What follows belongs to an exercise in optimizing a design on an open flow for small area, a short achievable clock period and few clock cycles per item; a production flow would make more cautious choices.
RTL that was checked went through simulation tests only; none was proved equivalent to the original.
No functional check of the RTL was part of runs 1 to 3 and 6.
No activity file was given, so power comes from the tool's default toggle rates.

==> flow/design.v <==
module clkrate_engine (
    input  wire        clk,
    input  wire        rst,
    input  wire        start,
    input  wire [31:0] tag,
    input  wire [1:0]  core,
    output wire        ready,
    output reg         done,
    output wire [63:0] rate,
    output reg  [1:0]  err,
    input  wire [63:0] osc_hz,
    input  wire [63:0] intosc_hz,
    input  wire [63:0] fpga_hz,
    input  wire [31:0] m_pllglob,
    input  wire [31:0] m_pllm,
    input  wire [31:0] m_pllc1,
    input  wire [31:0] m_pllc2,
    input  wire [31:0] m_pllc3,
    input  wire [31:0] p_pllglob,
    input  wire [31:0] p_pllm,
    input  wire [31:0] p_pllc1,
    input  wire [31:0] p_pllc2,
    input  wire [31:0] p_pllc3,
    input  wire [31:0] m_nocclk,
    input  wire [31:0] m_nocdiv,
    input  wire [31:0] ctrl,
    input  wire [31:0] core01ctr,
    input  wire [31:0] core23ctr,
    input  wire [31:0] core2ctr,
    input  wire [31:0] core3ctr,
    input  wire [31:0] p_emacctl,
    input  wire [31:0] emacactr,
    input  wire [31:0] emacbctr,
    input  wire [31:0] emacptpctr
);
    parameter integer R1 = 2;                    
    parameter integer R2 = 2;                    
    localparam integer N1  = 64 / R1;
    localparam integer N2  = 64 / R2;
    localparam integer K2S = ((42 + R2 - 1) / R2) * R2;   
    localparam integer PS  = 64 - K2S;           
    localparam [1:0] ERR_OK          = 2'd0;
    localparam [1:0] ERR_UNSUPPORTED = 2'd1;
    localparam [1:0] ERR_DIVZERO     = 2'd2;
    localparam [2:0] S_IDLE = 3'd0;
    localparam [2:0] S_L1   = 3'd1;
    localparam [2:0] S_L2   = 3'd2;
    localparam [2:0] S_P1   = 3'd3;
    localparam [2:0] S_P2   = 3'd4;
    reg  [2:0]  state;
    reg         sup_q;       
    reg  [3:0]  t;           
    reg  [1:0]  core_q;
    reg         pll_q;       
    reg         peri_q;      
    reg  [1:0]  osel_q;      
    reg         skip;        
    reg  [73:0] z;
    reg  [3:0]  aq;          
    reg  [9:0]  mq;          
    reg  [3:0]  ra;          
    reg  [R1-1:0] dq;        
    reg  [10:0] c1, c2, c3;  
    reg  [10:0] r1, r2, r3;  
    reg  [R2-1:0] q1p, q2p;  
    reg  [5:0]  cnt;         
    reg  [2:0]  shamt;
    reg         zr;          
    reg         zsrc_q;      
    reg         fault_q;     
    assign ready = (state == S_IDLE);
    assign rate  = zr ? 64'd0 : (z[63:0] >> shamt);
    wire is_mpu  = (t == 4'd0);
    wire is_emac = (t == 4'd6) || (t == 4'd7) || (t == 4'd8);
    wire is_ptp  = (t == 4'd9);
    reg emac_sel;
    always @(*) begin
        case (t)
            4'd6:    emac_sel = p_emacctl[26];
            4'd7:    emac_sel = p_emacctl[27];
            default: emac_sel = p_emacctl[28];
        endcase
    end
    reg [31:0] gsel;
    always @(*) begin
        if (is_mpu)       gsel = core_q[1] ? core23ctr : core01ctr;
        else if (is_emac) gsel = emac_sel ? emacbctr : emacactr;
        else if (is_ptp)  gsel = emacptpctr;
        else              gsel = m_nocclk;
    end
    wire [2:0]  src  = gsel[18:16];
    wire        pll  = (src[2:1] == 2'b00);
    wire        peri = src[0];
    wire [31:0] pllglob = peri ? p_pllglob : m_pllglob;
    wire [1:0]  psrc    = pllglob[17:16];
    wire [3:0]  aref    = pllglob[11:8];
    wire [31:0] corex = core_q[0] ? core3ctr : core2ctr;
    wire [1:0] l4mp = m_nocdiv[17:16];
    wire [1:0] l4sp = m_nocdiv[19:18];
    reg  [2:0] shamt_d;
    always @(*) begin
        case (t)
            4'd2, 4'd10, 4'd12: shamt_d = {1'b0, l4mp};
            4'd3:               shamt_d = {1'b0, l4sp};
            4'd4:               shamt_d = ctrl[0] ? 3'd1 : 3'd2;
            4'd5, 4'd11:        shamt_d = {1'b0, l4mp} + 3'd2;
            default:            shamt_d = 3'd0;
        endcase
    end
    wire [31:0] pllm = peri_q ? p_pllm : m_pllm;
    wire [31:0] pglob_q = peri_q ? p_pllglob : m_pllglob;
    reg  [31:0] pllc;
    always @(*) begin
        if (is_mpu)                  pllc = peri_q ? p_pllc1 : m_pllc1;
        else if (is_emac || is_ptp)  pllc = peri_q ? p_pllc2 : m_pllc2;
        else                         pllc = peri_q ? p_pllc3 : m_pllc3;
    end
    reg [63:0] f;
    always @(*) begin
        case (osel_q)
            2'd0:    f = osc_hz;
            2'd1:    f = intosc_hz;
            default: f = fpga_hz;
        endcase
    end
    wire f_hi0 = (f[63:32] == 32'd0);
    reg [R1-1:0] qd;
    reg [3:0]    ra_n;
    reg [4:0]    tr_a;
    integer i;
    always @(*) begin
        ra_n = ra;
        for (i = 0; i < R1; i = i + 1) begin
            tr_a = {ra_n, z[73-i]};
            qd[R1-1-i] = (tr_a >= {1'b0, aq});
            ra_n = qd[R1-1-i] ? (tr_a - {1'b0, aq}) : tr_a[3:0];
        end
    end
    wire [R1+9:0] dm   = dq * mq;
    wire [73:0]   addp = skip ? ({{(64-R1-PS){1'b0}}, dm} << PS) : {{(64-R1){1'b0}}, dm};
    wire [73:0]   z_p1 = {z[73-R1:0], {R1{1'b0}}} + addp;
    function [11:0] dstep;           
        input [10:0] r;
        input        b;
        input [10:0] c;
        reg   [11:0] tr;
        begin
            tr = {r, b};
            if (tr > {1'b0, c}) dstep = {1'b1, tr[10:0] - c - 11'd1};
            else                dstep = {1'b0, tr[10:0]};
        end
    endfunction
    reg [R2-1:0] q1n, q2n, q3n;
    reg [10:0]   r1_n, r2_n, r3_n;
    reg [11:0]   s1, s2, s3;
    integer j;
    always @(*) begin
        r1_n = r1; r2_n = r2; r3_n = r3;
        for (j = 0; j < R2; j = j + 1) begin
            s1 = dstep(r1_n, z[63-j], c1);
            s2 = dstep(r2_n, q1p[R2-1-j], c2);
            s3 = dstep(r3_n, q2p[R2-1-j], c3);
            r1_n = s1[10:0]; r2_n = s2[10:0]; r3_n = s3[10:0];
            q1n[R2-1-j] = s1[11];
            q2n[R2-1-j] = s2[11];
            q3n[R2-1-j] = s3[11];
        end
    end
    wire early1 = !sup_q;                        
    wire early2 = zsrc_q || fault_q;             
    wire last   = (cnt == 6'd0);
    always @(posedge clk) begin
        if (rst) begin
            state <= S_IDLE;
            done  <= 1'b0;
        end else begin
            done <= 1'b0;
            case (state)
                S_IDLE: if (start) state <= S_L1;
                S_L1: begin
                    if (early1) begin
                        done  <= 1'b1;
                        state <= S_IDLE;
                    end else begin
                        state <= S_L2;
                    end
                end
                S_L2: begin
                    if (early2) begin
                        done  <= 1'b1;
                        state <= S_IDLE;
                    end else begin
                        state <= pll_q ? S_P1 : S_P2;
                    end
                end
                S_P1: if (last) state <= S_P2;
                default: begin
                    if (last) begin
                        done  <= 1'b1;
                        state <= S_IDLE;
                    end
                end
            endcase
        end
    end
    always @(posedge clk) begin
        case (state)
            S_IDLE: begin
                sup_q  <= (tag <= 32'd12);
                t      <= tag[3:0];
                core_q <= core;
            end
            S_L1: begin
                pll_q   <= pll;
                peri_q  <= peri;
                osel_q  <= pll ? psrc : (src[1:0] ^ 2'b10);    
                shamt   <= shamt_d;
                c2      <= (is_mpu || is_emac || is_ptp) ? gsel[10:0] : 11'd0;
                c3      <= (is_mpu && core_q[1]) ? corex[10:0] : 11'd0;
                zsrc_q  <= pll ? (psrc == 2'd3) : (src > 3'd4);
                fault_q <= pll && (psrc != 2'd3) && (aref == 4'd0);
                err     <= ERR_UNSUPPORTED;
                zr      <= 1'b1;
            end
            S_L2: begin
                aq   <= pglob_q[11:8];
                mq   <= pllm[9:0];
                ra   <= 4'd0;
                dq   <= {R1{1'b0}};
                r1   <= 11'd0;
                r2   <= 11'd0;
                r3   <= 11'd0;
                q1p  <= {R2{1'b0}};
                q2p  <= {R2{1'b0}};
                c1   <= pll_q ? pllc[10:0] : 11'd0;
                skip <= f_hi0;
                zr   <= early2;
                err  <= fault_q ? ERR_DIVZERO : ERR_OK;
                if (pll_q) begin
                    z   <= f_hi0 ? {f[31:0], 42'd0} : {f, 10'd0};
                    cnt <= f_hi0 ? N1/2 : N1;
                end else begin
                    z   <= f_hi0 ? {10'd0, f[31:0], 32'd0} : {10'd0, f};
                    cnt <= f_hi0 ? N2/2 + 1 : N2 + 1;
                end
            end
            S_P1: begin
                z   <= z_p1;
                ra  <= ra_n;
                dq  <= qd;
                cnt <= last ? (skip ? K2S / R2 + 1 : N2 + 1) : cnt - 6'd1;
            end
            default: begin    
                z[63:0] <= {z[63-R2:0], q3n};
                r1  <= r1_n;
                r2  <= r2_n;
                r3  <= r3_n;
                q1p <= q1n;
                q2p <= q2n;
                cnt <= cnt - 6'd1;
            end
        endcase
    end
endmodule
==> flow/run.sh <==
#!/bin/bash
# synth_recipe.tcl (not shown) runs the flow's synth.tcl, then flattens the netlist and writes it again
# the make line also repeats each setting of config.mk as NAME=value (left out here)
make -C /OpenROAD-flow-scripts/flow DESIGN_CONFIG=/design/flow/config.mk WORK_HOME=/design/flow/orfs CLKGATE_MAP_FILE= SYNTH_SCRIPT=/design/flow/synth_recipe.tcl finish
==> flow/config.mk <==
export PLATFORM = sky130hd
export DESIGN_NAME = clkrate_engine
export DESIGN_NICKNAME = clkrate_engine
export VERILOG_FILES = /design/flow/design.v
export SDC_FILE = /design/flow/constraint.sdc
export NUM_CORES = 4
export LEC_CHECK = 0
export CAP_MARGIN = 20
export CORE_AREA = 5 5 335 335
export DIE_AREA = 0 0 340 340
export SLEW_MARGIN = 20
==> flow/constraint.sdc <==
create_clock -name core_clock -period 10.0 [get_ports {clk}]
set_input_delay 2.0000 -clock core_clock [delete_from_list [all_inputs] [get_ports {clk}]]
set_output_delay 2.0000 -clock core_clock [all_outputs]
set_load 0.01 [all_outputs]
==> results of run 1 <==
==> power breakdown <==
group	internal [mW]	switching, mW
clock network	0.356	0.385
registers	1.03	0.0721
logic	0.951	1.17
total	2.34	1.63
==> layer usage <==
layer  vias to the layer above  track usage  share of wire
met4                         2       0.0461          0.029
met5                         -            0        0.00023
met2                       953        0.229           0.46
met3                       100       0.0357          0.088
met1                      9959        0.190           0.43
li1                       9594            -              -
==> layout make-up <==
class | count | area share
Timing Repair Buffer | 538 | 0.188
Clock inverter | 15 | 0.00579
Antenna cell | 2 | 0.000178
Sequential cell | 194 | 0.206
Inverter | 112 | 0.0151
Tap cell | 1414 | 0.0630
Multi-Input combinational cell | 1840 | 0.507
Clock buffer | 17 | 0.0151
==> stage by stage <==
step,util,hold WS [ns],cell area [sq um],instances
finish,0.259,0.594,28100,4132
global route,0.259,0.631,28100,4130
CTS,0.259,0.590,28100,4128
detailed placement,0.253,0.571,27500,4096
global placement,0.253,0.564,27500,4096
floorplan,-,0.529,21000,2293
==> critical path, cell delays in order <==
cell             delay [ns]
clkdlybuf4s50_1        0.40
mux2_4                 0.25
mux2i_1                0.59
or4b_1                 0.58
nor4_4                 0.48
nand2_2                0.37
inv_2                  0.46
a21boi_0               0.35
a211o_1                0.45
o311ai_0               0.13
==> cells by family (layout without fill, tap and decap cells) <==
logic type / Yosys count / in the layout
AO/OA/AOI/OAI: 621 / 621
XOR/XNOR: 87 / 87
adder cells (fa/ha/maj): 123 / 123
buffers and inverters: 259 / 682
flip-flops: 194 / 194
multiplexers: 338 / 338
other: 0 / 2
AND/OR/NAND/NOR: 671 / 671
==> synth_stat cells (30+ instances only) <==
cell type	count	area (sq um)
nor2_1	179	672
nor2b_1	42	263
mux2_2	78	878
mux2i_1	190	1900
nand2_1	144	541
xnor2_1	50	438
inv_1	109	409
a21o_1	53	398
edfxtp_1	190	5710
a21oi_1	141	706
nand4_1	32	200
and3_1	33	206
xor2_1	37	324
mux4_2	69	1550
ha_1	113	1410
o211ai_1	37	278
a211oi_1	30	225
and2_1	43	269
nand3_1	70	350
nor3_1	32	160
o21ai_0	141	706
clkbuf_1	109	409
==> state kept, by name, summed over array words and instances, names as in the netlist, 4 cells and up <==
name  flops
t         4
z        74
r1       11
r2       11
ra        4
cnt       6
aq        4
mq       10
c3       11
r3       11
c2       11
c1       11
==> how the worst max path moves through the flow <==
stage / start / to / slack (ns) / cells past startpoint
global route: dq[0] / z[58] / 3.98 / 21
global placement: osc_hz[63] / z[60] / 3.67 / 10
CTS: intosc_hz[63] / z[50] / 4.24 / 10
floorplan: dq[0] / z[58] / 5.06 / 22
detailed placement: intosc_hz[63] / z[50] / 3.70 / 10
finish: intosc_hz[63] / z[60] / 4.19 / 10
==> reports/metrics.csv, run 1 <==
metric,value,unit
drive_gt1_frac,0.0928,
synth_top_family_by_area,multiplexers,
postRouteAntennaNets,0,
finalSetupTns,0,ns
path_clk_slew,0.10,ns
setup_ws,4.19,ns
postCtsSetupBuffers,0,
layout.nets,3727,
ys_warn_count,1,
wl,87200,um
synth.distinct_cells,82,
synth_simple_gate_area_frac,0.160,
min_delay_path_depth,2,
cts.hold.buffers_added,0,
grt_max_degree,88,
vias_per_cell,4.99,
cp-start-kind,input port,
grt.total_usage,0.143,
synthMuxAreaShare,0.207,
synth_area_per_cell,9.16,sq um
synthesis.area,0.0210,sq mm
rsz0062_at_grt,no,
maxCapViolations,0,
grt_pass1_wl,127000,um
synthAdderAreaFrac,0.0769,
timing.slew.headroom,0.223,
cts_resized,0,
r2r-end,z[31],
antenna_found_initial,5,
setup_viol,0,
die_w,340,um
clk_path_buf_depth,2,
period_minus_slack,5.81,ns
holdCritPathClass,register to register,
final_cell_mix,"497 x clkdlybuf4s50_1, 190 x edfxtp_1, 189 x mux2i_1, 179 x nor2_1, 143 x nand2_1",
cts-root-buf,clkbuf_16,
ys.flop_type,edfxtp_1,
ys_ff_latch,194,
synth_cells,2293,
die_y,340,um
clkSinkCount,194,
dpl.hpwl,70600,um
cts_tree,done,
hp-start,zsrc_q,
fin_crit_sh,0.581,
clock_skew,0.0250,ns
synth_compound_area_frac,0.196,
die-area,0.116,sq mm
rows,121,
synth_xor_area_frac,0.0363,
r2r_cells,20,
drtIter0Drc,1932,
worst_pin_slew,1.15,ns
start_util,0.193,
vias,20600,
p_total,3.97,mW
ir_drop,0.000133,V
syn-num-nets,3317,
hold_viol,0,
io_pins,969,
path_class,input port to register,
gp_congestion,0.913,
cp-end-kind,register,
cp_max_fo,23,
clkLatencyLatePin,0.51,ns
wire_per_inst,21.1,um
core,0.109,sq mm
ctsHtreeMaxLevel,4,
cts_buffers,17,
drt_pass1_iterations,8,
regArea,0.00579,sq mm
arrival,6.10,ns
pre_cts_ws,3.70,ns
synth_edf_count,190,
gr-total-overflow,0,
area_growth,33.7,%
max_freq,172,MHz
fill_cells,11600,
async_flop_share,0,
layout_commonest_cell,clkdlybuf4s50_1,
ys_seq_area_frac,0.276,
io_buffer_count,497,
drc,0,
hold_path_end,zr,
slew_violations,0,
p_leak,10.5,nW
required,10.29,ns
grt_pass1_vias,19700,
r2r-start,dq[0],
r2r_slack,4.29,ns
status,"complete, no violations",
pwr_density_cell,141,mW/mm^2
multi_input_area,0.0142,sq mm
==> inputs of run 2 (changes only) <==
--- a/flow/config.mk
+++ b/flow/config.mk
@@ -10,2 +10,3 @@
 export DIE_AREA = 0 0 340 340
+export SETUP_SLACK_MARGIN = 5
 export SLEW_MARGIN = 20
==> run 2 against run 1 <==
  * Synthesized area did not move
  * Design area grew 2.1%
  * Total power is 1.4% higher
  * Global-route usage rose by 0.074 points
  * Wire length grew 1.7%
  * Critical path type unchanged
  * Critical endpoint is now z[12]
==> reports/metrics.csv, run 2 <==
metric,value,unit,change
ys_warn_count,1,,unchanged
r2r-start,dq[1],,was dq[0]
die-area,0.116,sq mm,unchanged
crit_start,osc_hz[43],,was intosc_hz[63]
grtUsageMet1,0.190,,about the same
synth_simple_gate_area_frac,0.160,,unchanged
synthesis.area,0.0210,sq mm,unchanged
ir_drop,0.000133,V,about the same
area_growth,36.5,%,was 33.7%
setup_viol,0,,unchanged
synth_compound_area_frac,0.196,,unchanged
cp_max_fo,25,,was 23
cp-start-kind,input port,,unchanged
cp-end-kind,register,,unchanged
cts-root-buf,clkbuf_16,,unchanged
layout_commonest_cell,clkdlybuf4s50_1,,unchanged
clkLatencyLatePin,0.51,ns,about the same
drt_pass1_iterations,9,,was 8
synthAdderAreaFrac,0.0769,,unchanged
die_w,340,um,unchanged
period_minus_slack,4.99,ns,was 5.81 ns
ys_seq_area_frac,0.276,,unchanged
met3_usage,0.0366,,was 0.0357
min_delay_path_depth,2,,unchanged
largest_register,z,,unchanged
busiest_layer,met2,,unchanged
synth.top_cell.area_share,0.272,,unchanged
maxCapViolations,0,,unchanged
final_cell_mix,"497 x clkdlybuf4s50_1, 190 x edfxtp_1, 186 x mux2i_1, 178 x nor2_1, 142 x nand2_1",,"was 497 x clkdlybuf4s50_1, 190 x edfxtp_1, 189 x mux2i_1, 179 x nor2_1, 143 x nand2_1"
p_total,4.03,mW,was 3.97 mW
largest_reg_flops,74,,unchanged
fin_crit_sh,0.499,,was 0.581
path_clk_slew,0.09,ns,was 0.10 ns
clkSinkCount,194,,unchanged
synth_cells,2293,,unchanged
hp-start,zsrc_q,,unchanged
fill_cells,11500,,was 11600
required,10.23,ns,was 10.29 ns
gp_congestion,0.913,,unchanged
max_freq,200,MHz,was 172 MHz
setup_ws,5.01,ns,was 4.19 ns
synth_top_family_by_area,multiplexers,,unchanged
pre_cts_ws,3.70,ns,unchanged
grt_pass1_wl,127000,um,about the same
status,"complete, no violations",,unchanged
path_class,input port to register,,unchanged
rsz0062_at_grt,yes,,was no
wl,88800,um,was 87200 um
r2r_cells,20,,unchanged
slew_violations,0,,unchanged
ys.flop_type,edfxtp_1,,unchanged
hold_path_end,zr,,unchanged
cts_buffers,17,,unchanged
core,0.109,sq mm,unchanged
drc,0,,unchanged
cts.hold.buffers_added,0,,unchanged
rows,121,,unchanged
postRouteAntennaNets,0,,unchanged
ys_top_cells_by_count,"190 x edfxtp_1, 190 x mux2i_1, 179 x nor2_1, 144 x nand2_1",,unchanged
hold_viol,0,,unchanged
worst_pin_slew,1.11,ns,was 1.15 ns
io_pins,969,,unchanged
grt_pass1_vias,19800,,was 19700
synth.distinct_cells,82,,unchanged
fin_util,0.264,,was 0.259
drtIter0Drc,1963,,was 1932
synth_edf_count,190,,unchanged
vias_per_cell,4.97,,was 4.99
vias,20700,,was 20600
ys_top_cells_by_area,"edfxtp_1 27%, mux2i_1 9.1%, mux4_2 7.4%, ha_1 6.7%, mux2_2 4.2%",,unchanged
holdCritPathClass,register to register,,unchanged
r2r-end,z[71],,was z[31]
gr-total-overflow,0,,unchanged
syn-num-nets,3317,,unchanged
pwr_density_cell,140,mW/mm^2,was 141 mW/mm^2
arrival,5.22,ns,was 6.10 ns
io_buffer_count,497,,unchanged
die_y,340,um,unchanged
synthMuxAreaShare,0.207,,unchanged
antenna_found_initial,5,,unchanged
r2r_slack,5.20,ns,was 4.29 ns
grt.total_usage,0.144,,was 0.143
hold_ws,0.592,ns,was 0.594 ns
met2_usage,0.230,,was 0.229
wire_per_inst,21.3,um,was 21.1 um
timing.slew.headroom,0.258,,was 0.223
yosysTopAreaCell,edfxtp_1,,unchanged
clk_path_buf_depth,2,,unchanged
async_flop_share,0,,unchanged
drive_gt1_frac,0.118,,was 0.0928
grt_max_degree,88,,unchanged
finalSetupTns,0,ns,unchanged
layout.nets,3757,,was 3727
start_util,0.193,,unchanged
cts_tree,done,,unchanged
ctsHtreeMaxLevel,4,,unchanged
dpl.hpwl,70600,um,unchanged
ys_ff_latch,194,,unchanged
p_leak,10.7,nW,was 10.5 nW
synth_area_per_cell,9.16,sq um,unchanged
synth_xor_area_frac,0.0363,,unchanged
clock_skew,0.0251,ns,was 0.0250 ns
==> run 2: worst max-delay path, cell delays in order <==
cell and delay, ns:
clkdlybuf4s50_1 0.39, mux2_2 0.25, mux2i_1 0.56, nand4b_1 0.27, nor4_4 0.42, nand2_4 0.23
inv_8 0.21, nor2_1 0.07, buf_4 0.24, a2bb2oi_1 0.35, o311ai_0 0.19
==> run 2: through the flow <==
| step | cells | instance area (sq um) |
|---|---|---|
| after floorplan | 2293 | 21000 |
| after global placement | 4096 | 27500 |
| after detailed placement | 4096 | 27500 |
| after CTS | 4143 | 28300 |
| after global routing | 4160 | 28700 |
| final | 4161 | 28700 |
==> run 2: worst max path at each step <==
stage | cells past startpoint | slack [ns] | end
2_1_floorplan | 22 | 5.06 | z[58]
3_3_place_gp | 10 | 3.67 | z[60]
3_5_place_dp | 10 | 3.70 | z[50]
4_1_cts | 17 | 5.02 | r1[7]
5_1_grt | 22 | 4.96 | z[46]
6_report | 11 | 5.01 | z[12]
==> run 2: where the power goes <==
group / internal [mW] / switching, mW / total [mW]
clock network: 0.356 / 0.388 / 0.744
registers: 1.03 / 0.0712 / 1.10
logic: 0.981 / 1.20 / 2.18
==> run 2: logic make-up after synthesis <==
group	count (synthesis)
xor+xnor	87
fa+ha+maj	123
flops	194
mux	338
buf+inv	259
simple gates	671
compound gates	621
==> run 2: area by class of cell <==
type	count	area, sq um	share of cell area
antenna	1	2.50	0.0000873
inverter	112	430	0.0150
clock inverter	15	163	0.00567
tap	1414	1770	0.0617
multi-input combinational	1840	14500	0.506
timing repair buffer	568	5600	0.195
clock buffer	17	425	0.0148
sequential	194	5790	0.202
==> run 2: routing by layer <==
| layer | vias to the layer above | wire length, um | share of wire |
|---|---|---|---|
| li1 | 9643 | - | - |
| met1 | 10000 | 37600 | 0.42 |
| met2 | 945 | 40400 | 0.46 |
| met3 | 102 | 8090 | 0.091 |
| met4 | 2 | 2660 | 0.030 |
| met5 | - | 20 | 0.00023 |
==> run 2: what timing repair did <==
action | in CTS | in global routing
setup endpoints to repair | 145 | 80
gates cloned | 0 | 3
gates resized for setup | 30 | 54
setup buffers | 15 | 14
pin swaps | 6 | 27
==> inputs of run 3 (changes only) <==
--- a/flow/design.v
+++ b/flow/design.v
@@ -206,34 +206,30 @@
     always @(posedge clk) begin
+        if (state == S_IDLE) begin
+            sup_q  <= (tag <= 32'd12);
+            t      <= tag[3:0];
+            core_q <= core;
+        end
+        pll_q   <= pll;
+        peri_q  <= peri;
+        osel_q  <= pll ? psrc : (src[1:0] ^ 2'b10);      
+        shamt   <= shamt_d;
+        c2      <= (is_mpu || is_emac || is_ptp) ? gsel[10:0] : 11'd0;
+        c3      <= (is_mpu && core_q[1]) ? corex[10:0] : 11'd0;
+        zsrc_q  <= pll ? (psrc == 2'd3) : (src > 3'd4);
+        fault_q <= pll && (psrc != 2'd3) && (aref == 4'd0);
+        aq      <= pglob_q[11:8];
+        mq      <= pllm[9:0];
+        c1      <= pll_q ? pllc[10:0] : 11'd0;
+        skip    <= pll_q && f_hi0;
+        zr      <= !sup_q || zsrc_q || fault_q;
+        err     <= !sup_q ? ERR_UNSUPPORTED : fault_q ? ERR_DIVZERO : ERR_OK;
+        ra  <= (state == S_P1) ? ra_n : 4'd0;
+        dq  <= (state == S_P1) ? qd : {R1{1'b0}};
+        r1  <= (state == S_P2) ? r1_n : 11'd0;
+        r2  <= (state == S_P2) ? r2_n : 11'd0;
+        r3  <= (state == S_P2) ? r3_n : 11'd0;
+        q1p <= (state == S_P2) ? q1n : {R2{1'b0}};
+        q2p <= (state == S_P2) ? q2n : {R2{1'b0}};
         case (state)
-            S_IDLE: begin
-                sup_q  <= (tag <= 32'd12);
-                t      <= tag[3:0];
-                core_q <= core;
-            end
-            S_L1: begin
-                pll_q   <= pll;
-                peri_q  <= peri;
-                osel_q  <= pll ? psrc : (src[1:0] ^ 2'b10);    
-                shamt   <= shamt_d;
-                c2      <= (is_mpu || is_emac || is_ptp) ? gsel[10:0] : 11'd0;
-                c3      <= (is_mpu && core_q[1]) ? corex[10:0] : 11'd0;
-                zsrc_q  <= pll ? (psrc == 2'd3) : (src > 3'd4);
-                fault_q <= pll && (psrc != 2'd3) && (aref == 4'd0);
-                err     <= ERR_UNSUPPORTED;
-                zr      <= 1'b1;
-            end
             S_L2: begin
-                aq   <= pglob_q[11:8];
-                mq   <= pllm[9:0];
-                ra   <= 4'd0;
-                dq   <= {R1{1'b0}};
-                r1   <= 11'd0;
-                r2   <= 11'd0;
-                r3   <= 11'd0;
-                q1p  <= {R2{1'b0}};
-                q2p  <= {R2{1'b0}};
-                c1   <= pll_q ? pllc[10:0] : 11'd0;
-                skip <= f_hi0;
-                zr   <= early2;
-                err  <= fault_q ? ERR_DIVZERO : ERR_OK;
                 if (pll_q) begin
@@ -248,14 +244,7 @@
                 z   <= z_p1;
-                ra  <= ra_n;
-                dq  <= qd;
                 cnt <= last ? (skip ? K2S / R2 + 1 : N2 + 1) : cnt - 6'd1;
             end
-            default: begin    
+            default: begin
                 z[63:0] <= {z[63-R2:0], q3n};
-                r1  <= r1_n;
-                r2  <= r2_n;
-                r3  <= r3_n;
-                q1p <= q1n;
-                q2p <= q2n;
-                cnt <= cnt - 6'd1;
+                cnt     <= cnt - 6'd1;
             end
==> run 3 against run 2 <==
  * Critical path depth shrank 2
  * Global-route usage grew 1.4 points
  * Synthesized cell count decreased by 0.83%
  * Final cell count fell by 1.2%
  * Total power up 35%
  * Worst setup slack got worse by 0.033 ns
  * Worst hold slack worse by 0.13 ns
  * Utilization shrank 1.9 points
  * Clock-buffer cell count grew 2
  * Wire length increased by 7.4%
  * Sequential cell count stayed put
  * Critical path type unchanged
  * Largest power group unchanged
==> reports/metrics.csv, run 3 <==
metric,value,unit,change
period_minus_slack,5.02,ns,was 4.99 ns
wire_per_inst,23.2,um,was 21.3 um
synth.distinct_cells,93,,was 82
grt_pass1_vias,18700,,was 19800
grt_pass1_wl,133000,um,was 127000 um
cp_max_fo,24,,was 25
fin_area,0.0266,sq mm,was 0.0287 sq mm
cp-end-kind,register,,unchanged
required,10.38,ns,was 10.23 ns
cts-root-buf,clkbuf_16,,unchanged
slew_violations,0,,unchanged
cp-start-kind,input port,,unchanged
ys_top_cells_by_area,"dfxtp_1 18%, mux2i_1 10%, mux4_2 8.1%, ha_1 7.4%, nor2_1 4.1%",,"was edfxtp_1 27%, mux2i_1 9.1%, mux4_2 7.4%, ha_1 6.7%, mux2_2 4.2%"
ctsHtreeMaxLevel,4,,unchanged
setup_viol,0,,unchanged
drt_pass1_iterations,6,,was 9
cpPeakStageDelay,0.57,ns,was 0.56 ns
clock_skew,0.0199,ns,was 0.0251 ns
grt.total_usage,0.158,,was 0.144
max_freq,199,MHz,was 200 MHz
p_clk_frac,0.137,,was 0.185
io_buffer_count,497,,unchanged
sw_frac_of_total,0.466,,was 0.412
start_util,0.177,,was 0.193
io_pins,969,,unchanged
layout.nets,3706,,was 3757
ys.flop_type,dfxtp_1,,was edfxtp_1
dpl.hpwl,80700,um,was 70600 um
synth_edf_count,17,,was 190
wl,95400,um,was 88800 um
synth.top_cell.area_share,0.184,,was 0.272
layout_commonest_cell,clkdlybuf4s50_1,,unchanged
drive_gt1_frac,0.108,,was 0.118
die-area,0.116,sq mm,unchanged
grt_max_degree,71,,was 88
gp_congestion,0.942,,was 0.913
fin_crit_sh,0.502,,was 0.499
ys_seq_area_frac,0.211,,was 0.276
rsz0062_at_grt,no,,was yes
synth_cells,2274,,was 2293
largest_reg_flops,74,,unchanged
finalSetupTns,0,ns,unchanged
holdCritPathClass,register to register,,unchanged
clkLatencyLatePin,0.50,ns,was 0.51 ns
drc,0,,unchanged
maxCapViolations,0,,unchanged
power_frac_seq,0.252,,was 0.274
postPlaceCellArea,0.0257,sq mm,was 0.0275 sq mm
gr-total-overflow,0,,unchanged
status,"complete, no violations",,unchanged
cts_buffers,17,,unchanged
core,0.109,sq mm,unchanged
postRouteAntennaNets,0,,unchanged
ys_top_cells_by_count,"210 x nor2_1, 196 x mux2i_1, 177 x dfxtp_1, 157 x nand2_1",,"was 190 x edfxtp_1, 190 x mux2i_1, 179 x nor2_1, 144 x nand2_1"
ys_ff_latch,194,,unchanged
path_cells,"clkdlybuf4s50_1, mux2_1, mux2i_2, nand4_1, nor4_4, nand2_2, nand2_4, o22ai_1, a221o_1",,"was clkdlybuf4s50_1, mux2_2, mux2i_1, nand4b_1, nor4_4, nand2_4, inv_8, nor2_1, buf_4, a2bb2oi_1, o311ai_0"
ys_warn_count,1,,unchanged
timing.slew.headroom,0.189,,was 0.258
drtIter0Drc,1803,,was 1963
async_flop_share,0,,unchanged
worst_pin_slew,1.20,ns,was 1.11 ns
syn-num-nets,3298,,was 3317
die_w,340,um,unchanged
arrival,5.40,ns,was 5.22 ns
final_cell_mix,"497 x clkdlybuf4s50_1, 204 x nor2_1, 189 x mux2i_1, 169 x dfxtp_1, 155 x nand2_1",,"was 497 x clkdlybuf4s50_1, 190 x edfxtp_1, 186 x mux2i_1, 178 x nor2_1, 142 x nand2_1"
share_comb_of_total_power,0.611,,was 0.541
antenna_found_initial,21,,was 5
ir_drop,0.000132,V,was 0.000133 V
path_class,input port to register,,unchanged
p_leak,10.1,nW,was 10.7 nW
vias,19500,,was 20700
cts_tree,done,,unchanged
synthesis.area,0.0192,sq mm,was 0.0210 sq mm
synth_most_common_cell,nor2_1,,
hold_viol,0,,unchanged
pwr_density_cell,205,mW/mm^2,was 140 mW/mm^2
switchingPower,2.54,mW,was 1.66 mW
path_clk_slew,0.07,ns,was 0.09 ns
rows,121,,unchanged
p_int,2.91,mW,was 2.37 mW
vias_per_cell,4.75,,was 4.97
clkSinkCount,194,,unchanged
die_y,340,um,unchanged
largest_register,z,,unchanged
synth_area_per_cell,8.46,sq um,was 9.16 sq um
area_growth,38.1,%,was 36.5%
yosysTopAreaCell,dfxtp_1,,was edfxtp_1
cp_slowest_cell,mux2i_2,,was mux2i_1
clk_path_buf_depth,2,,unchanged
-- run 3: changes by cell type after synthesis, sizes merged, moves of 11 or more --
cell,delta
a21boi,-13
a21oi,-21
inv,-12
a21o,-20
nor2,+33
o21ai,+16
edfxtp,-173
dfxtp,+173
nor2b,-11
nand2,+14
and3,-19
a222oi,+12
xnor2,+14
-- run 3: through the flow --
step                utilization  total power, mW  hold WS [ns]  instances  setup slack [ns]
finish                    0.245             5.44         0.462       4112              4.98
detailed placement        0.236             4.64         0.446       4070              3.69
CTS                       0.243             5.41         0.464       4106              5.00
global placement          0.236             4.60         0.437       4069              3.68
floorplan                     -             3.53         0.424       2274              5.24
global route              0.245             5.84         0.500       4109              5.00
-- run 3: power groups by stage --
stage	logic (mW)	clock network (mW)	registers, mW
after floorplan	2.43	0	1.10
after global placement	3.25	0	1.36
after detailed placement	3.27	0	1.37
after CTS	3.30	0.765	1.35
after global routing	3.65	0.793	1.40
final	3.33	0.745	1.37
-- run 3: final timing paths --
| path | start | endpoint | slack, ns | cells past startpoint |
|---|---|---|---|---|
| worst max-delay path | osc_hz[48] | z[18] | 4.98 | 9 |
| worst min register to register | fault_q | err[1] | 0.46 | 1 |
| worst max register to register | dq[1] | z[42] | 5.16 | 20 |
| worst min-delay path | fault_q | err[1] | 0.46 | 1 |
-- run 3: cells by family (layout without fill, tap and decap cells) --
kind of cell               Yosys count  count (layout)  synth area share
AOI/OAI and AO/OA                  589             589             0.207
xor gates and xnor gates            99              99            0.0451
adders and majority gates          123             123            0.0839
buffers and inverters              253             674            0.0538
DFF                                194             194             0.211
muxes                              348             348             0.233
other                                0               3                 0
and+or+nand+nor                    668             668             0.166
-- run 3: cell type report --
class                   count  area (sq um)
diodes                      3          7.51
clock buffers              19           454
clock inverters            13           156
fillers                 11800         82000
inverters                  99           372
multi-input cells        1827         14400
flip-flops and latches    194          4080
well taps                1414          1770
repair buffers            543          5350
-- run 3: worst max-delay path, delay by kind of cell --
kind	cells	cell delay, ns
simple gates	4	1.56
buf+inv	1	0.45
mux	2	0.88
compound gates	2	0.49
-- run 3: timing repair --
action | 4_1_cts | 5_1_grt
setup buffers | 4 | 3
resized for setup | 25 | 26
endpoints found under the setup margin | 130 | 76
pin swaps | 3 | 7
hold endpoints to repair | 0 | 0
hold buffers | 0 | 0
-- run 3: layer usage --
| metal | up-vias | track usage | wire (um) |
|---|---|---|---|
| li1 | 9342 | - | - |
| met3 | 132 | 0.0404 | 8200 |
| met5 | - | 0 | 103 |
| met4 | 18 | 0.0489 | 3090 |
| met2 | 947 | 0.237 | 40100 |
| met1 | 9087 | 0.220 | 43900 |
==> inputs of run 4 (changes only) <==
--- a/flow/design.v
+++ b/flow/design.v
@@ -35,3 +35,3 @@
 );
-    parameter integer R1 = 2;                    
+    localparam integer R1 = 2;                   
     parameter integer R2 = 2;                    
@@ -40,3 +40,2 @@
     localparam integer K2S = ((42 + R2 - 1) / R2) * R2;   
-    localparam integer PS  = 64 - K2S;           
     localparam [1:0] ERR_OK          = 2'd0;
@@ -60,2 +59,4 @@
     reg  [9:0]  mq;          
+    reg  [11:0] mq3;         
+    reg  [2:0]  hi0;         
     reg  [3:0]  ra;          
@@ -66,3 +67,2 @@
     reg  [5:0]  cnt;         
-    reg  [2:0]  shamt;
     reg         zr;          
@@ -71,3 +71,3 @@
     assign ready = (state == S_IDLE);
-    assign rate  = zr ? 64'd0 : (z[63:0] >> shamt);
+    assign rate  = zr ? 64'd0 : z[63:0];
     wire is_mpu  = (t == 4'd0);
@@ -109,2 +109,13 @@
     end
+    reg [4:0] pow2m1;                
+    always @(*) begin
+        case (shamt_d)
+            3'd0:    pow2m1 = 5'h00;
+            3'd1:    pow2m1 = 5'h01;
+            3'd2:    pow2m1 = 5'h03;
+            3'd3:    pow2m1 = 5'h07;
+            3'd4:    pow2m1 = 5'h0f;
+            default: pow2m1 = 5'h1f;
+        endcase
+    end
     wire [31:0] pllm = peri_q ? p_pllm : m_pllm;
@@ -125,3 +136,3 @@
     end
-    wire f_hi0 = (f[63:32] == 32'd0);
+    wire f_hi0 = (osel_q == 2'd0) ? hi0[0] : (osel_q == 2'd1) ? hi0[1] : hi0[2];
     reg [R1-1:0] qd;
@@ -138,5 +149,20 @@
     end
-    wire [R1+9:0] dm   = dq * mq;
-    wire [73:0]   addp = skip ? ({{(64-R1-PS){1'b0}}, dm} << PS) : {{(64-R1){1'b0}}, dm};
-    wire [73:0]   z_p1 = {z[73-R1:0], {R1{1'b0}}} + addp;
+    reg  [11:0] dm;
+    always @(*) begin
+        case (dq)
+            2'd0:    dm = 12'd0;
+            2'd1:    dm = {2'b00, mq};
+            2'd2:    dm = {1'b0, mq, 1'b0};
+            default: dm = mq3;
+        endcase
+    end
+    wire [14:0] plo = {1'b0, z[11:0], 2'b00} + {3'd0, dm};
+    wire [59:0] zhi = z[71:12];
+    reg  [59:0] phi;
+    integer k;
+    always @(*) begin
+        for (k = 0; k < 60; k = k + 1)
+            phi[k] = zhi[k] ^ (plo[14] & (&(zhi | ~((60'd1 << k) - 60'd1))));
+    end
+    wire [73:0] z_p1 = {phi, plo[13:0]};
     function [11:0] dstep;           
@@ -159,3 +185,3 @@
         for (j = 0; j < R2; j = j + 1) begin
-            s1 = dstep(r1_n, z[63-j], c1);
+            s1 = dstep(r1_n, skip ? z[K2S-1-j] : z[63-j], c1);
             s2 = dstep(r2_n, q1p[R2-1-j], c2);
@@ -214,5 +240,4 @@
         osel_q  <= pll ? psrc : (src[1:0] ^ 2'b10);      
-        shamt   <= shamt_d;
         c2      <= (is_mpu || is_emac || is_ptp) ? gsel[10:0] : 11'd0;
-        c3      <= (is_mpu && core_q[1]) ? corex[10:0] : 11'd0;
+        c3      <= (is_mpu && core_q[1]) ? corex[10:0] : {6'd0, pow2m1};
         zsrc_q  <= pll ? (psrc == 2'd3) : (src > 3'd4);
@@ -221,2 +246,4 @@
         mq      <= pllm[9:0];
+        mq3     <= {2'b00, mq} + {1'b0, mq, 1'b0};
+        hi0     <= {fpga_hz[63:32] == 32'd0, intosc_hz[63:32] == 32'd0, osc_hz[63:32] == 32'd0};
         c1      <= pll_q ? pllc[10:0] : 11'd0;
@@ -247,3 +274,3 @@
             default: begin
-                z[63:0] <= {z[63-R2:0], q3n};
+                z[63:0] <= {z[63-R2:K2S] & {(64-R2-K2S){~skip}}, z[K2S-1:0], q3n};
                 cnt     <= cnt - 6'd1;
==> run 4 against run 3 <==
  * Final cell count fell by 1.8%
  * Highest routed layer unchanged
  * Register-to-register slack better by 0.21 ns
  * Non-clock buffer count up 2
  * Worst hold slack worse by 0.043 ns
  * Synthesized cell count shrank 5.8%
  * Utilization down 1.6 points
  * Sequential share of layout area grew 2.0 points
  * First-iteration DRC count fell by 24%
  * Sequential power fell by 5%
  * Die area did not move
==> reports/metrics.csv, run 4 <==
metric,value,unit,change
status,"complete, no violations",,unchanged
die-area,0.116,sq mm,unchanged
setup_viol,0,,unchanged
syn-num-nets,3157,,was 3298
cts_tree,done,,unchanged
cts-root-buf,clkbuf_16,,unchanged
worst_pin_slew,1.04,ns,was 1.20 ns
die_y,340,um,unchanged
r2r-start,c2[8],,was dq[1]
path_class,register to register,,was input port to register
routed.top_layer,met5,,unchanged
synth.distinct_cells,86,,was 93
drive_gt1_frac,0.0851,,was 0.108
synthesis.area,0.0171,sq mm,was 0.0192 sq mm
drt_pass1_iterations,5,,was 6
postRouteAntennaNets,0,,unchanged
hold_viol,0,,unchanged
wl_met3,7010,um,was 8200 um
required,10.46,ns,was 10.38 ns
rows,121,,unchanged
cts_buffers,30,,was 17
area_growth,44.8,%,was 38.1%
setup_ws,5.37,ns,was 4.98 ns
ys_ff_latch,206,,was 194
yosysTopAreaCell,dfxtp_1,,unchanged
start_util,0.158,,was 0.177
path_clk_slew,0.06,ns,was 0.07 ns
maxCapViolations,0,,unchanged
cp-end-kind,register,,unchanged
io_buffer_count,497,,unchanged
dpl.hpwl,69800,um,was 80700 um
hold_path_end,mq3[0],,was err[1]
r2r-end,r2[6],,was z[42]
async_flop_share,0,,unchanged
timing.slew.headroom,0.303,,was 0.189
ys_top_cells_by_area,"dfxtp_1 22%, mux2i_1 8.0%, ha_1 7.6%, o21ai_0 4.9%, a21oi_1 4.5%",,"was dfxtp_1 18%, mux2i_1 10%, mux4_2 8.1%, ha_1 7.4%, nor2_1 4.1%"
vias,18200,,was 19500
final_cell_mix,"497 x clkdlybuf4s50_1, 190 x nand2_1, 185 x dfxtp_1, 167 x nor2_1, 166 x o21ai_0",,"was 497 x clkdlybuf4s50_1, 204 x nor2_1, 189 x mux2i_1, 169 x dfxtp_1, 155 x nand2_1"
antenna_found_initial,16,,was 21
met1_length,33200,um,was 43900 um
slew_violations,0,,unchanged
ys_seq_area_frac,0.250,,was 0.211
switchingPower,1.78,mW,was 2.54 mW
share_comb_of_total_power,0.456,,was 0.611
p_int,2.59,mW,was 2.91 mW
p_clk_frac,0.248,,was 0.137
ys_top_cells_by_count,"192 x nand2_1, 189 x dfxtp_1, 169 x o21ai_0, 167 x nor2_1, 153 x a21oi_1",,"was 210 x nor2_1, 196 x mux2i_1, 177 x dfxtp_1, 157 x nand2_1"
sw_frac_of_total,0.407,,was 0.466
grt_pass1_vias,18100,,was 18700
die_w,340,um,unchanged
gp_congestion,0.939,,was 0.942
pre_cts_ws,4.85,ns,was 3.69 ns
cp_max_fo,14,,was 24
min_delay_path_depth,0,,was 1
ir_drop,0.000134,V,was 0.000132 V
grt_pass1_wl,120000,um,was 133000 um
largest_register,z,,unchanged
ctsHtreeMaxLevel,1,,was 4
finalSetupTns,0,ns,unchanged
largest_registers,"z: 74 flops, mq3: 12 flops",,
layout.cells.non_filler,4036,,was 4112
r2r_cells,18,,was 20
holdCritPathClass,register to register,,unchanged
drtIter0Drc,1362,,was 1803
period_minus_slack,4.63,ns,was 5.02 ns
r2r_slack,5.37,ns,was 5.16 ns
synth.top_cell.area_share,0.221,,was 0.184
layout_commonest_cell,clkdlybuf4s50_1,,unchanged
clk_path_buf_depth,3,,was 2
pwr_density_cell,176,mW/mm^2,was 205 mW/mm^2
arrival,5.09,ns,was 5.40 ns
ys.flop_type,dfxtp_1,,unchanged
fin_crit_sh,0.463,,was 0.502
largest_reg_flops,74,,unchanged
drc,0,,unchanged
clkLatencyLatePin,0.61,ns,was 0.50 ns
layout.nets,3614,,was 3706
hp-start,mq[0],,was fault_q
clkSinkCount,206,,was 194
postCtsSetupBuffers,0,,was 4
synth_area_per_cell,8.01,sq um,was 8.46 sq um
synth_edf_count,17,,unchanged
synth_most_common_cell,nand2_1,,was nor2_1
io_pins,969,,unchanged
wl,83600,um,was 95400 um
p_total,4.38,mW,was 5.44 mW
grt_max_degree,66,,was 71
ys_warn_count,1,,unchanged
p_leak,9.40,nW,was 10.1 nW
core,0.109,sq mm,unchanged
cp-start-kind,register,,was input port
synth_cells,2142,,was 2274
wl_met2,39800,um,was 40100 um
wire_per_inst,20.7,um,was 23.2 um
fin_util,0.229,,was 0.245
clock_skew,0.0394,ns,was 0.0199 ns
vias_per_cell,4.51,,was 4.75
gr-total-overflow,0,,unchanged
max_freq,216,MHz,was 199 MHz
grt.total_usage,0.137,,was 0.158
dpl.cell_count,3981,,was 4070
power_frac_seq,0.296,,was 0.252
rsz0062_at_grt,no,,unchanged
run 4: changes by cell type after synthesis, sizes merged, moves of 22 or more:
| cell | delta |
|---|---|
| a21oi | +34 |
| a22o | +22 |
| and2 | -40 |
| mux2i | -60 |
| mux4 | -58 |
| nand2 | +33 |
| nor2 | -45 |
| nor2b | +51 |
| nor4 | +27 |
run 4: critical path, cell delays in order, from the launching register on:
cell	delay, ns
dfxtp_1	0.30
inv_1	0.06
ha_1	0.35
a21oi_1	0.17
nor2_1	0.07
a2111oi_1	0.57
o211ai_1	0.31
and2_2	0.36
a21oi_1	0.28
inv_1	0.10
ha_1	0.32
nor2b_1	0.14
o211ai_1	0.16
a21boi_0	0.11
o311ai_0	0.28
a31oi_1	0.17
a211o_2	0.46
mux2i_1	0.23
nor2_1	0.05
run 4: kinds of logic (layout without fill, tap and decap cells):
| group | after synthesis | count (layout) | share of synthesized area |
|---|---|---|---|
| mux | 212 | 212 | 0.137 |
| compound gates | 582 | 582 | 0.220 |
| other cells | 0 | 1 | 0 |
| xor+xnor | 106 | 106 | 0.0541 |
| flops | 206 | 206 | 0.250 |
| simple gates | 704 | 704 | 0.202 |
| buf+inv | 218 | 697 | 0.0496 |
| fa+ha+maj | 114 | 114 | 0.0876 |
run 4: area by class of cell:
| cell class | count | area [sq um] |
|---|---|---|
| tap | 1414 | 1770 |
| clock buffer | 42 | 847 |
| clock inverter | 12 | 136 |
| timing repair buffer | 545 | 5340 |
| inverter | 98 | 368 |
| sequential | 206 | 4300 |
| fill | 11900 | 83700 |
| multi-input combinational | 1718 | 12100 |
| antenna | 1 | 2.50 |
run 4: per-stage QoR:
step                      hold slack, ns  instance area [sq um]
after floorplan                    0.366                  17100
after global placement             0.406                  23800
after detailed placement           0.414                  23800
after CTS                          0.422                  24800
after global routing               0.438                  24800
final                              0.418                  24800
run 4: what timing repair did:
item / in CTS / in global routing
hold buffers: 0 / 0
cloned: 0 / 0
resized for setup: 1 / 8
pin swaps: 0 / 0
endpoints found under the setup margin: 11 / 30
run 4: worst max-delay path by stage:
| stage | end | depth (start not counted) | start | slack (ns) |
|---|---|---|---|---|
| after floorplan | r2[1] | 20 | c2[8] | 5.91 |
| after global placement | r1[1] | 19 | z[63] | 4.84 |
| after detailed placement | osel_q[1] | 10 | p_emacctl[27] | 4.85 |
| after CTS | r2[10] | 18 | c2[10] | 5.02 |
| after global routing | r2[10] | 18 | c2[8] | 5.00 |
| final | r2[6] | 18 | c2[8] | 5.37 |
run 4: metal layers:
| layer | up-vias | global-route usage |
|---|---|---|
| met5 | - | 0 |
| met4 | 4 | 0.0511 |
| met3 | 136 | 0.0353 |
| met2 | 820 | 0.239 |
| met1 | 8481 | 0.162 |
| li1 | 8760 | - |
run 4: power by group through the flow:
stage | clock (mW) | combinational [mW] | sequential [mW]
after floorplan | 0 | 1.37 | 1.16
after global placement | 0 | 1.97 | 1.31
after detailed placement | 0 | 1.98 | 1.31
after CTS | 1.12 | 1.99 | 1.29
after global routing | 1.15 | 2.20 | 1.32
final | 1.08 | 2.00 | 1.30
Testbench counts of run 4, summed over its fixed seeds: cycles 70,186, items 2,400.
==> inputs of run 5 (changes only) <==
==> flow/flow/run.sh (new file) <==
#!/bin/bash
# Layout flow: the standard ORFS flow (standard.sh, unchanged synthesis and
# steps), with plain sky130_fd_sc_hd__buf_1 cells as the input/output port
# buffers. The make output goes to flow_make.log; each ORFS step keeps its own
# log under orfs/logs/.
set -euo pipefail
export BUFFER_PORTS_ARGS="-buffer_cell sky130_fd_sc_hd__buf_1"
bash standard.sh "$@" > flow_make.log 2>&1
==> flow/standard.sh (new file) <==
#!/bin/bash
# synth_recipe.tcl (not shown) runs the flow's synth.tcl, then flattens the netlist and writes it again
# the make line also repeats each setting of config.mk as NAME=value (left out here)
make -C /OpenROAD-flow-scripts/flow DESIGN_CONFIG=/design/flow/config.mk WORK_HOME=/design/flow/orfs CLKGATE_MAP_FILE= SYNTH_SCRIPT=/design/flow/synth_recipe.tcl "${@:-finish}"
removed: flow/run.sh
==> run 5 against run 4 <==
  * Design area shrank 12%
  * Combinational power shrank 7%
  * Largest cell class unchanged
  * Final cell count hardly changed
  * Critical endpoint is now r3[1]
  * Clock skew shrank 0.016 ns
  * Sequential share of layout area grew 2.5 points
  * Largest power group unchanged
  * Sequential power barely moved
  * Fmax shrank 1.4%
  * Highest routed layer is now met4
  * Non-clock buffer count decreased by 5
  * Global-route usage fell by 0.077 points
==> reports/metrics.csv, run 5 <==
metric,value,unit,change
fin_crit_sh,0.469,,was 0.463
ctsHtreeMaxLevel,1,,unchanged
ys_ff_latch,206,,unchanged
ys_top_cells_by_count,"192 x nand2_1, 189 x dfxtp_1, 169 x o21ai_0, 167 x nor2_1, 153 x a21oi_1",,unchanged
rsz0062_at_grt,yes,,was no
syn-num-nets,3157,,unchanged
die_y,340,um,unchanged
cts_tree,done,,unchanged
timing.slew.headroom,0.298,,was 0.303
drive_gt1_frac,0.0852,,was 0.0851
die_w,340,um,unchanged
p_total,4.32,mW,was 4.38 mW
maxCapViolations,0,,unchanged
fin_area,0.0218,sq mm,was 0.0248 sq mm
core,0.109,sq mm,unchanged
grt_pass1_wl,119000,um,was 120000 um
synthesis.area,0.0171,sq mm,unchanged
drtIter0Drc,1306,,was 1362
p_clk_frac,0.265,,was 0.248
met2_usage,0.237,,was 0.239
clkLatencyLatePin,0.61,ns,about the same
grt_max_degree,82,,was 66
share_comb_of_total_power,0.432,,was 0.456
worstSetupEndpoint,r3[1],,was r2[6]
gp_congestion,0.970,,was 0.939
die-area,0.116,sq mm,unchanged
switchingPower,1.82,mW,was 1.78 mW
r2r_slack,5.31,ns,was 5.37 ns
fill_cells,12200,,was 11900
wire_per_inst,20.7,um,about the same
setup_viol,0,,unchanged
clkSinkCount,206,,unchanged
hp-start,mq[0],,unchanged
ys_top_cells_by_area,"dfxtp_1 22%, mux2i_1 8.0%, ha_1 7.6%, o21ai_0 4.9%, a21oi_1 4.5%",,unchanged
ys_warn_count,1,,unchanged
status,"complete, no violations",,unchanged
busiest_layer,met2,,unchanged
largest_register,z,,unchanged
synth_area_per_cell,8.01,sq um,unchanged
cts_buffers,30,,unchanged
grtUsageMet1,0.166,,was 0.162
arrival,5.17,ns,was 5.09 ns
synth.top_cell.area_share,0.221,,unchanged
worst_pin_slew,1.05,ns,was 1.04 ns
vias_per_cell,4.55,,was 4.51
drt_pass1_iterations,7,,was 5
largest_registers,"z: 74 flops, mq3: 12 flops",,unchanged
met3_usage,0.0252,,was 0.0353
pwr_density_cell,199,mW/mm^2,was 176 mW/mm^2
synth.distinct_cells,86,,unchanged
clk_path_buf_depth,3,,unchanged
grt.total_usage,0.136,,was 0.137
period_minus_slack,4.69,ns,was 4.63 ns
path_clk_slew,0.06,ns,about the same
sw_frac_of_total,0.421,,was 0.407
finalSetupTns,0,ns,unchanged
synth_most_common_cell,nand2_1,,unchanged
drc,0,,unchanged
io_pins,969,,unchanged
dpl.cell_count,3976,,was 3981
cp-end-kind,register,,unchanged
r2r-end,r3[1],,was r2[6]
synth_edf_count,17,,unchanged
crit_start,c3[0],,was c2[8]
area_growth,26.9,%,was 44.8%
holdCritPathClass,register to register,,unchanged
layout_commonest_cell,buf_1,,was clkdlybuf4s50_1
rows,121,,unchanged
layout.cells.non_filler,4035,,was 4036
postPlaceCellArea,0.0207,sq mm,was 0.0238 sq mm
synth_cells,2142,,unchanged
p_leak,8.09,nW,was 9.40 nW
cts-root-buf,clkbuf_16,,unchanged
required,10.48,ns,was 10.46 ns
r2r_cells,17,,was 18
postRouteAntennaNets,0,,unchanged
grt_pass1_vias,18000,,was 18100
layout.nets,3609,,was 3614
power_frac_seq,0.303,,was 0.296
hold_viol,0,,unchanged
dpl.hpwl,69200,um,was 69800 um
largest_reg_flops,74,,unchanged
ys.flop_type,dfxtp_1,,unchanged
cp_max_fo,23,,was 14
async_flop_share,0,,unchanged
p_int,2.50,mW,was 2.59 mW
start_util,0.158,,unchanged
ir_drop,0.000126,V,was 0.000134 V
yosysTopAreaCell,dfxtp_1,,unchanged
vias,18400,,was 18200
path_class,register to register,,unchanged
cp-start-kind,register,,unchanged
r2r-start,c3[0],,was c2[8]
max_freq,213,MHz,was 216 MHz
gr-total-overflow,0,,unchanged
slew_violations,0,,unchanged
ys_seq_area_frac,0.250,,unchanged
wl,83500,um,was 83600 um
antenna_found_initial,14,,was 16
final_cell_mix,"497 x buf_1, 190 x nand2_1, 185 x dfxtp_1, 167 x nor2_1, 167 x o21ai_0",,"was 497 x clkdlybuf4s50_1, 190 x nand2_1, 185 x dfxtp_1, 167 x nor2_1, 166 x o21ai_0"
clock_skew,0.0229,ns,was 0.0394 ns
io_buffer_count,497,,unchanged
## run 5: cell counts after synthesis
No cell type changed its count.
## run 5: area by class of cell
cell class	count	area (sq um)	area share
Sequential cell	206	4300	0.198
Antenna cell	3	7.51	0.000345
Inverter	98	368	0.0169
Timing Repair Buffer	540	2190	0.101
Tap cell	1414	1770	0.0813
Multi-Input combinational cell	1718	12100	0.556
Clock inverter	16	198	0.00909
Clock buffer	40	830	0.0381
## run 5: stage by stage
step	hold WS [ns]	utilization	worst slack (ns)
2_1_floorplan	0.366	-	5.91
3_5_place_dp	0.420	0.191	4.99
6_report	0.421	0.200	5.31
5_1_grt	0.440	0.200	4.97
3_3_place_gp	0.408	0.191	4.71
4_1_cts	0.428	0.200	5.10
## run 5: what timing repair did
item                       4_1_cts  5_1_grt
hold buffers                     0        0
setup buffers                    0        0
gates resized for setup          2        5
setup endpoints to repair        3       35
## run 5: worst min path at each step
stage | to | slack, ns | depth (start not counted)
2_1_floorplan | mq3[0] | 0.37 | 0
3_3_place_gp | mq3[0] | 0.41 | 0
3_5_place_dp | mq3[0] | 0.42 | 0
4_1_cts | mq3[0] | 0.43 | 0
5_1_grt | mq3[0] | 0.44 | 0
6_report | mq3[0] | 0.42 | 0
## run 5: critical path: stages (launching register included)
cell	delay, ns
dfxtp_1	0.39
inv_1	0.08
ha_1	0.26
fa_1	0.42
a21oi_1	0.20
o21ai_1	0.12
a2111oi_1	0.72
nor2_1	0.14
xnor2_1	0.17
o21ai_0	0.13
ha_1	0.38
nand3_1	0.13
nor3_1	0.28
nor3_1	0.07
o21ai_0	0.09
and4bb_2	0.65
nor3_1	0.10
a31o_2	0.23
## run 5: metal layers
layer,vias to the layer above,part of all wire
met1,8588,0.41
met5,-,0
met4,0,0.046
met3,137,0.071
met2,869,0.47
li1,8764,-
## run 5: logic make-up (layout without fill, tap and decap cells)
| logic type | count (synthesis) | count (layout) | share of synthesized area |
|---|---|---|---|
| and+or+nand+nor | 704 | 704 | 0.202 |
| AOI/OAI and AO/OA | 582 | 582 | 0.220 |
| muxes | 212 | 212 | 0.137 |
| buffers and inverters | 218 | 694 | 0.0496 |
| adders and majority gates | 114 | 114 | 0.0876 |
| xor gates and xnor gates | 106 | 106 | 0.0541 |
| DFF | 206 | 206 | 0.250 |
| other | 0 | 3 | 0 |
## run 5: power by group through the flow
stage | sequential (mW) | combinational, mW | clock (mW)
4_1_cts | 1.30 | 1.86 | 1.19
5_1_grt | 1.33 | 2.06 | 1.22
3_3_place_gp | 1.32 | 1.83 | 0
6_report | 1.31 | 1.87 | 1.15
2_1_floorplan | 1.16 | 1.37 | 0
3_5_place_dp | 1.32 | 1.85 | 0
==> inputs of run 6 (changes only) <==
--- a/flow/design.v
+++ b/flow/design.v
@@ -35,3 +35,3 @@
 );
-    localparam integer R1 = 2;                   
+    localparam integer R1 = 4;                   
     parameter integer R2 = 2;                    
@@ -58,2 +58,3 @@
     reg  [3:0]  aq;          
+    reg  [5:0]  aq3;         
     reg  [9:0]  mq;          
@@ -137,32 +138,46 @@
     wire f_hi0 = (osel_q == 2'd0) ? hi0[0] : (osel_q == 2'd1) ? hi0[1] : hi0[2];
-    reg [R1-1:0] qd;
-    reg [3:0]    ra_n;
-    reg [4:0]    tr_a;
-    integer i;
-    always @(*) begin
-        ra_n = ra;
-        for (i = 0; i < R1; i = i + 1) begin
-            tr_a = {ra_n, z[73-i]};
-            qd[R1-1-i] = (tr_a >= {1'b0, aq});
-            ra_n = qd[R1-1-i] ? (tr_a - {1'b0, aq}) : tr_a[3:0];
-        end
-    end
-    reg  [11:0] dm;
-    always @(*) begin
-        case (dq)
-            2'd0:    dm = 12'd0;
-            2'd1:    dm = {2'b00, mq};
-            2'd2:    dm = {1'b0, mq, 1'b0};
-            default: dm = mq3;
-        endcase
-    end
-    wire [14:0] plo = {1'b0, z[11:0], 2'b00} + {3'd0, dm};
-    wire [59:0] zhi = z[71:12];
-    reg  [59:0] phi;
+    function [5:0] astep;            
+        input [3:0] r;
+        input [1:0] b;
+        input [3:0] a;
+        input [5:0] a3;
+        reg   [5:0] tr;
+        reg   [6:0] d1, d2, d3;
+        begin
+            tr = {r, b};
+            d1 = {1'b0, tr} - {3'b000, a};
+            d2 = {1'b0, tr} - {2'b00, a, 1'b0};
+            d3 = {1'b0, tr} - {1'b0, a3};
+            if (!d3[6])      astep = {2'd3, d3[3:0]};
+            else if (!d2[6]) astep = {2'd2, d2[3:0]};
+            else if (!d1[6]) astep = {2'd1, d1[3:0]};
+            else             astep = {2'd0, tr[3:0]};
+        end
+    endfunction
+    wire [5:0] as1  = astep(ra, z[73:72], aq, aq3);
+    wire [5:0] as2  = astep(as1[3:0], z[71:70], aq, aq3);
+    wire [3:0] qd   = {as1[5:4], as2[5:4]};
+    wire [3:0] ra_n = as2[3:0];
+    function [11:0] mmul;            
+        input [1:0]  d;
+        input [9:0]  m;
+        input [11:0] m3;
+        case (d)
+            2'd0:    mmul = 12'd0;
+            2'd1:    mmul = {2'b00, m};
+            2'd2:    mmul = {1'b0, m, 1'b0};
+            default: mmul = m3;
+        endcase
+    endfunction
+    wire [11:0] pa  = mmul(dq[3:2], mq, mq3);
+    wire [11:0] pb  = mmul(dq[1:0], mq, mq3);
+    wire [16:0] plo = {1'b0, z[11:0], 4'd0} + {3'd0, pa, 2'd0} + {5'd0, pb};
+    wire [57:0] zhi = z[69:12];
+    reg  [57:0] phi;
     integer k;
     always @(*) begin
-        for (k = 0; k < 60; k = k + 1)
-            phi[k] = zhi[k] ^ (plo[14] & (&(zhi | ~((60'd1 << k) - 60'd1))));
-    end
-    wire [73:0] z_p1 = {phi, plo[13:0]};
+        for (k = 0; k < 58; k = k + 1)
+            phi[k] = zhi[k] ^ (plo[16] & (&(zhi | ~((58'd1 << k) - 58'd1))));
+    end
+    wire [73:0] z_p1 = {phi, plo[15:0]};
     function [11:0] dstep;           
@@ -245,2 +260,3 @@
         aq      <= pglob_q[11:8];
+        aq3     <= {2'b00, pglob_q[11:8]} + {1'b0, pglob_q[11:8], 1'b0};
         mq      <= pllm[9:0];
==> run 6 against run 5 <==
  * Still clean
  * Utilization up 1.3 points
  * Register-to-register slack better by 0.05 ns
  * Global-route usage up 0.069 points
  * Non-clock buffer count down 16
  * Total power up 43%
  * Critical path depth down 1
  * Design area up 6.6%
  * First-iteration DRC count up 2.5%
  * Largest cell class unchanged
  * Highest routed layer is now met5
==> reports/metrics.csv, run 6 <==
metric,value,unit,change
status,"complete, no violations",,unchanged
die_w,340,um,unchanged
cp_max_fo,12,,was 23
grt_pass1_vias,19400,,was 18000
worst-path-buf-inv,0,,was 1
layout.nets,3839,,was 3609
max_freq,216,MHz,was 213 MHz
drt_pass1_iterations,6,,was 7
largest_reg_flops,74,,unchanged
io_pins,969,,unchanged
pre_cts_ws,4.81,ns,was 4.99 ns
worst_pin_slew,1.14,ns,was 1.05 ns
gp_congestion,0.993,,was 0.970
grt.total_usage,0.137,,was 0.136
hold_ws,0.437,ns,was 0.421 ns
io_buffer_count,497,,unchanged
synth_edf_count,17,,unchanged
synth_most_common_cell,nor2_1,,was nand2_1
cp-start-kind,register,,unchanged
postRouteAntennaNets,0,,unchanged
cp-end-kind,register,,unchanged
largest_registers,"z: 74 flops, mq3: 12 flops",,unchanged
drive_gt1_frac,0.0653,,was 0.0852
core,0.109,sq mm,unchanged
ir_drop,0.000133,V,was 0.000126 V
min_delay_path_depth,0,,unchanged
ys_top_cells_by_count,"202 x nor2_1, 196 x dfxtp_1, 185 x nand2_1, 171 x a21oi_1, 169 x mux2i_1",,"was 192 x nand2_1, 189 x dfxtp_1, 169 x o21ai_0, 167 x nor2_1, 153 x a21oi_1"
fin_crit_sh,0.464,,was 0.469
wire_per_inst,19.9,um,was 20.7 um
multi_input_area,0.0135,sq mm,was 0.0121 sq mm
period_minus_slack,4.64,ns,was 4.69 ns
synth.top_cell.area_share,0.208,,was 0.221
slew_violations,0,,unchanged
syn-num-nets,3418,,was 3157
rsz0062_at_grt,no,,was yes
holdCritPathClass,register to register,,unchanged
fin_area,0.0232,sq mm,was 0.0218 sq mm
ctsHtreeMaxLevel,1,,unchanged
area_growth,22.9,%,was 26.9%
largest_register,z,,unchanged
dpl.cell_count,4163,,was 3976
setup_ws,5.36,ns,was 5.31 ns
synth_cells,2359,,was 2142
p_total,6.17,mW,was 4.32 mW
path_cells,"mux2_2, ha_1, fa_1, a21oi_1, o2111ai_1, and3_1, o31ai_1, ha_1, and4_1, nand2_1, a211o_1, o211ai_1, o31ai_1, nand2_1, mux2i_1, nor2_1",,"was inv_1, ha_1, fa_1, a21oi_1, o21ai_1, a2111oi_1, nor2_1, xnor2_1, o21ai_0, ha_1, nand3_1, nor3_1, nor3_1, o21ai_0, and4bb_2, nor3_1, a31o_2"
cpPeakStageDelay,0.49,ns,was 0.72 ns
drc,0,,unchanged
antenna_found_initial,17,,was 14
drtIter0Drc,1338,,was 1306
maxCapViolations,0,,unchanged
layout.cells.non_filler,4220,,was 4035
ys_warn_count,1,,unchanged
cp_num_cells,16,,was 17
layout_commonest_cell,buf_1,,unchanged
yosysTopAreaCell,dfxtp_1,,unchanged
synth.distinct_cells,80,,was 86
hold_viol,0,,unchanged
wl,83900,um,was 83500 um
cts-root-buf,clkbuf_16,,unchanged
ys_seq_area_frac,0.235,,was 0.250
cp_slowest_cell,nand2_1,,was a2111oi_1
path_clk_slew,0.07,ns,was 0.06 ns
regArea,0.00445,sq mm,was 0.00430 sq mm
vias_per_cell,4.62,,was 4.55
vias,19500,,was 18400
clkSinkCount,213,,was 206
grt_max_degree,107,,was 82
arrival,5.09,ns,was 5.17 ns
crit_family,compound AO/OA/AOI/OAI gates,,unchanged
ys.flop_type,dfxtp_1,,unchanged
fin_util,0.214,,was 0.200
async_flop_share,0,,unchanged
synth_area_per_cell,8.00,sq um,was 8.01 sq um
grt_pass1_wl,122000,um,was 119000 um
path_class,register to register,,unchanged
dpl.hpwl,69200,um,about the same
clk_path_buf_depth,3,,unchanged
ys_ff_latch,213,,was 206
fill_cells,12100,,was 12200
cts_buffers,28,,was 30
r2r_cells,16,,was 17
postPlaceCellArea,0.0222,sq mm,was 0.0207 sq mm
cts_tree,done,,unchanged
ys_top_cells_by_area,"dfxtp_1 21%, mux2i_1 9.0%, ha_1 8.9%, a21oi_1 4.5%, xnor2_1 4.4%",,"was dfxtp_1 22%, mux2i_1 8.0%, ha_1 7.6%, o21ai_0 4.9%, a21oi_1 4.5%"
timing.slew.headroom,0.240,,was 0.298
gr-total-overflow,0,,unchanged
final_cell_mix,"497 x buf_1, 202 x nor2_1, 189 x dfxtp_1, 184 x nand2_1, 171 x a21oi_1",,"was 497 x buf_1, 190 x nand2_1, 185 x dfxtp_1, 167 x nor2_1, 167 x o21ai_0"
start_util,0.174,,was 0.158
required,10.45,ns,was 10.48 ns
rows,121,,unchanged
finalSetupTns,0,ns,unchanged
die-area,0.116,sq mm,unchanged
clkLatencyLatePin,0.60,ns,was 0.61 ns
pwr_density_cell,266,mW/mm^2,was 199 mW/mm^2
setup_viol,0,,unchanged
die_y,340,um,unchanged
p_leak,8.73,nW,was 8.09 nW
clock_skew,0.0366,ns,was 0.0229 ns
synthesis.area,0.0189,sq mm,was 0.0171 sq mm
run 6: changes by cell type after synthesis, sizes merged, moves of 15 or more:
cell    delta
xnor2     +30
nor2      +36
ha        +31
nor4      +26
nand3     -33
a21oi     +17
a22oi     +17
inv       +31
a22o      -15
clkbuf    +16
mux2i     +32
run 6: worst reg2reg max path, delay by kind of cell (launching register included):
kind	cells	cell delay, ns
flops	1	0.42
compound gates	6	1.36
mux	2	0.68
fa+ha+maj	3	0.92
simple gates	5	1.09
run 6: layout make-up:
type	count	share of cell area
Sequential cell	213	0.192
Timing Repair Buffer	524	0.0897
Clock buffer	34	0.0320
Multi-Input combinational cell	1884	0.581
Antenna cell	4	0.000431
Inverter	129	0.0209
Clock inverter	18	0.00755
Tap cell	1414	0.0763
run 6: worst paths after layout:
| kind | startpoint | end | slack, ns |
|---|---|---|---|
| worst max-delay path | skip | r1[3] | 5.36 |
| worst min-delay path | mq[0] | mq3[0] | 0.44 |
| worst max register to register | skip | r1[3] | 5.36 |
| worst min register to register | mq[0] | mq3[0] | 0.44 |
run 6: metal layers:
| metal | routed length (um) | vias to the layer above | global-route usage | part of all wire |
|---|---|---|---|---|
| met5 | 43 | - | 0 | 0.00051 |
| met4 | 3240 | 6 | 0.0464 | 0.039 |
| met3 | 5450 | 154 | 0.0267 | 0.065 |
| met2 | 39900 | 828 | 0.241 | 0.48 |
| met1 | 35300 | 9070 | 0.168 | 0.42 |
| li1 | - | 9418 | - | - |
run 6: repair_timing:
item                                    in CTS  in global routing
setup buffers                                0                  1
pin swaps                                    0                  0
endpoints found under the setup margin       7                 25
hold buffers                                 0                  0
cloned                                       0                  0
gates resized for setup                      2                  4
run 6: where the power goes:
| part | internal [mW] | leakage [nW] | switching (mW) |
|---|---|---|---|
| Clock | 0.585 | 0.451 | 0.459 |
| Combinational | 1.59 | 6.49 | 2.10 |
| Sequential | 1.10 | 1.79 | 0.346 |
| Total | 3.27 | 8.73 | 2.90 |
run 6: cells by family after synthesis:
kind of cell | synth area share
buf+inv | 0.0535
compound gates | 0.201
xor+xnor | 0.0575
simple gates | 0.201
fa+ha+maj | 0.114
flops | 0.235
mux | 0.138

Re-timed with assumed drivers on the ports (clkbuf_16 on the clock, buf_2 on other inputs), run 6 has 5.361 ns of setup slack against 5.361 ns with ideal ports, and 5.361 ns once port delays also move by the mid clock arrival of 0.652 ns.
